Background: an optimization exercise with open tools, aiming at small area, a short achievable clock period and few clock cycles per item. Do not read the settings as production practice.
At most, simulation tests tie the RTL to the original design; equivalence was not proved.
No activity file was given, so power comes from the tool's default toggle rates.

Design ubc_codec, start of the top module:
module ubc_codec (
    input  wire        clk,
    input  wire        rst,
    input  wire        enc_start,
    input  wire        enc_in_valid,
    input  wire        enc_in_end,
    input  wire [7:0]  enc_in_data,
    output wire        enc_in_ready,
    output wire        enc_out_valid,
    output wire [20:0] enc_out_data,
    input  wire        enc_out_ready,
    output wire [1:0]  enc_phase,
    output wire [31:0] enc_in_count,
    output wire [31:0] enc_out_count,
    input  wire        dec_start,
    input  wire        dec_mode,
    input  wire        dec_in_valid,
    input  wire        dec_in_end,
    input  wire [20:0] dec_in_data,
    output wire        dec_in_ready,
    output wire        dec_out_valid,
    output wire [7:0]  dec_out_data,
    input  wire        dec_out_ready,
    output wire [1:0]  dec_phase,
    output wire [31:0] dec_idx,
    output wire [31:0] dec_out_count,
    output wire [1:0]  dec_err_kind,
    output wire [31:0] dec_err_idx,
    output wire [6:0]  dec_err_sel
);
Size: roughly 1,400 cells after synthesis, ~290 flip-flops, roughly 250 I/O pins.
Settings: LEC_CHECK=0, ABC_CLOCK_PERIOD_IN_PS=2400, CAP_MARGIN=0, CORE_MARGIN=2, CORE_UTILIZATION=40, CTS_BUF_LIST=sky130_fd_sc_hd__clkbuf_8, CTS_CLUSTER_DIAMETER=50, CTS_CLUSTER_SIZE=16, PLACE_DENSITY=0.7, SETUP_SLACK_MARGIN=3.7, SLEW_MARGIN=0; clock period 6.0 ns.
standard.sh (not shown) runs the stock make flow with config.mk's settings and CLKGATE_MAP_FILE= SYNTH_SCRIPT=/design/flow/synth_recipe.tcl, a recipe that flattens the netlist after the stock synthesis.
==> flow/flow/run.sh <==
#!/bin/bash
# Standard layout, with plain buf_1 cells as the port buffers.
set -euo pipefail
export BUFFER_PORTS_ARGS="-buffer_cell sky130_fd_sc_hd__buf_1"
bash standard.sh > standard_flow.log 2>&1
Testbench counts at the start, summed over its fixed seeds: cycles 35,192, items 65,871.
Change:
--- a/flow/config.mk
+++ b/flow/config.mk
@@ -8 +8 @@
-export ABC_CLOCK_PERIOD_IN_PS = 2400
+export ABC_CLOCK_PERIOD_IN_PS = 2500
@@ -16 +16 @@
-export SETUP_SLACK_MARGIN = 3.7
+export SETUP_SLACK_MARGIN = 3.5
What happened: Worst setup slack improves by 0.017 ns. Clock-buffer cell count rose by 5. Die area does not change. Synthesized area is unchanged. Via count fell by 11%.
Change:
--- a/flow/config.mk
+++ b/flow/config.mk
@@ -15,2 +15,2 @@
-export PLACE_DENSITY = 0.7
-export SETUP_SLACK_MARGIN = 3.5
+export PLACE_DENSITY = 0.8
+export SETUP_SLACK_MARGIN = 3.6
Outcome:
- worst hold slack stays flat
- final cell count rises slightly
- die area is unchanged
- clock power hardly moves
- clock-buffer cell count came out lower by 5
- flip-flop and latch count does not change
- combinational power grows by a few percent
- synthesized cell count stays the same
- sequential power hardly moves
- wire length is higher by a few percent

========
run a:
ubc_codec, a different RTL version from the one above (not shown whole).
For scale: ~1400 cells after synthesis, about 260 flip-flops, ~250 I/O pins, about 0.014 mm2 of cells after synthesis.
export LEC_CHECK = 0
export ABC_CLOCK_PERIOD_IN_PS = 2400
export CAP_MARGIN = 20
export CORE_MARGIN = 2
export CORE_UTILIZATION = 40
export SETUP_SLACK_MARGIN = 3.6
export SLEW_MARGIN = 20
create_clock -name core_clock -period 6.0 [get_ports {clk}]
Scripts as last shown in full above: flow/flow/run.sh
#### Input delta (run b over run a)
--- a/flow/config.mk
+++ b/flow/config.mk
@@ -8 +8 @@
-export ABC_CLOCK_PERIOD_IN_PS = 2400
+export ABC_CLOCK_PERIOD_IN_PS = 3000
@@ -12 +12 @@
-export SETUP_SLACK_MARGIN = 3.6
+export SETUP_SLACK_MARGIN = 3.0
Findings:
- Endpoint arrival time on the critical path: higher on run a
- Per the comparison of run b with run a, cell count went down; via count of the routed design went down; shortest period the worst path allows went down; final period utilization did not really move.
- Layout multi-input combinational cell count of run b is on par with run a.
- Run b vs. run a: number of cells traversed by the worst register-to-register path dropped 1, combinational power dropped 29%.
- The final reports for run b and run a show first-pass GRT wire length lower in the former.
No functional check of the RTL was part of any run of this note.

========
ubc_codec with an RTL version that a note above also has.
Size: ~290 flip-flops, about 14000 µm² of cells after synthesis.
Design ubc_codec, start of the top module:
module ubc_codec (
    input  wire        clk,
    input  wire        rst,
    input  wire        enc_start,
    input  wire        enc_in_valid,
    input  wire        enc_in_end,
    input  wire [7:0]  enc_in_data,
    output wire        enc_in_ready,
    output wire        enc_out_valid,
    output wire [20:0] enc_out_data,
    input  wire        enc_out_ready,
    output wire [1:0]  enc_phase,
    output wire [31:0] enc_in_count,
    output wire [31:0] enc_out_count,
    input  wire        dec_start,
    input  wire        dec_mode,
    input  wire        dec_in_valid,
    input  wire        dec_in_end,
    input  wire [20:0] dec_in_data,
    output wire        dec_in_ready,
    output wire        dec_out_valid,
    output wire [7:0]  dec_out_data,
    input  wire        dec_out_ready,
    output wire [1:0]  dec_phase,
    output wire [31:0] dec_idx,
    output wire [31:0] dec_out_count,
    output wire [1:0]  dec_err_kind,
    output wire [31:0] dec_err_idx,
    output wire [6:0]  dec_err_sel
);
Settings: LEC_CHECK=0, ABC_CLOCK_PERIOD_IN_PS=2500, CAP_MARGIN=0, CORE_MARGIN=2, CORE_UTILIZATION=40, CTS_BUF_LIST=sky130_fd_sc_hd__clkbuf_8, CTS_CLUSTER_DIAMETER=50, CTS_CLUSTER_SIZE=16, PLACE_DENSITY=0.7, SETUP_SLACK_MARGIN=3.6, SLEW_MARGIN=0; clock period 6.0 ns.
Scripts as last shown in full above: flow/flow/run.sh
Testbench counts at the start, summed over its fixed seeds: cycles 35,192, items 65,871.
Then changed:
- CAP_MARGIN: 0 -> 20
- PLACE_DENSITY: 0.7 -> unset
- SETUP_SLACK_MARGIN: 3.6 -> 3.5
- SLEW_MARGIN: 0 -> 20
Utilization came out lower by 0.58 points.
Total power went up by about 0.6%.
Cell count fell by about 0.47%.
Setup slack loses 67 ps.
Design area went down by about 1.2%.
Wire length hardly moves.
Sequential share of layout area increases by 0.20 points.
Clock-buffer cell count rose by 2.
Clock power hardly moves.
Global-route usage rose by 0.54 points.
Then changed:
- SETUP_SLACK_MARGIN: 3.5 -> 3.4
Outcome: The changed run completed with no timing, DRC or antenna violations; cell area grows slightly; combinational power hardly moves; register-to-register slack is worse by 30 ps; setup slack is worse by 12 ps; power rises by a few percent; sequential power hardly moves; non-clock buffer count falls by 4.

static timing again, ports no longer ideal:
Ports are ideal in the flow. The routed layouts listed here were re-timed in OpenROAD. Step 1, drivers: a clkbuf_16 drives clk and a buf_2 each remaining input, both assumed. Step 2, shift: input delay + t, output delay - t, t = (earliest + latest rising clock arrival at the registers) / 2. This alone moves slack from input paths to output paths. Three values: no drivers, after step 1, after step 2; two values: the first two.
run | shift t [ns] | setup WS [ns] | clock arrival spread, ns
the first run of note 1 | 0.667 | 3.570 / 3.521 / 3.173 | 0.045 / 0.045
the second run of note 1 | 0.575 | 3.587 / 3.544 / 3.078 | 0.027 / 0.027
the third run of note 1 | 0.659 | 3.575 / 3.532 / 3.077 | 0.037 / 0.037
run a | 0.610 | 2.911 / 2.864 / 2.315 | 0.009 / 0.010
run b | 0.607 | 2.919 / 2.865 / 2.393 | 0.022 / 0.021
the first run of note 3 | 0.587 | 3.654 / 3.611 / 3.150 | 0.036 / 0.037
the second run of note 3 | 0.573 | 3.587 / 3.542 / 3.050 | 0.035 / 0.036
the third run of note 3 | 0.578 | 3.574 / 3.538 / 3.016 | 0.037 / 0.038
After both steps setup and hold are still met in every run listed. The setup slack of run a, which loses most, moves by -0.047 ns with the drivers and by -0.596 ns with both steps.
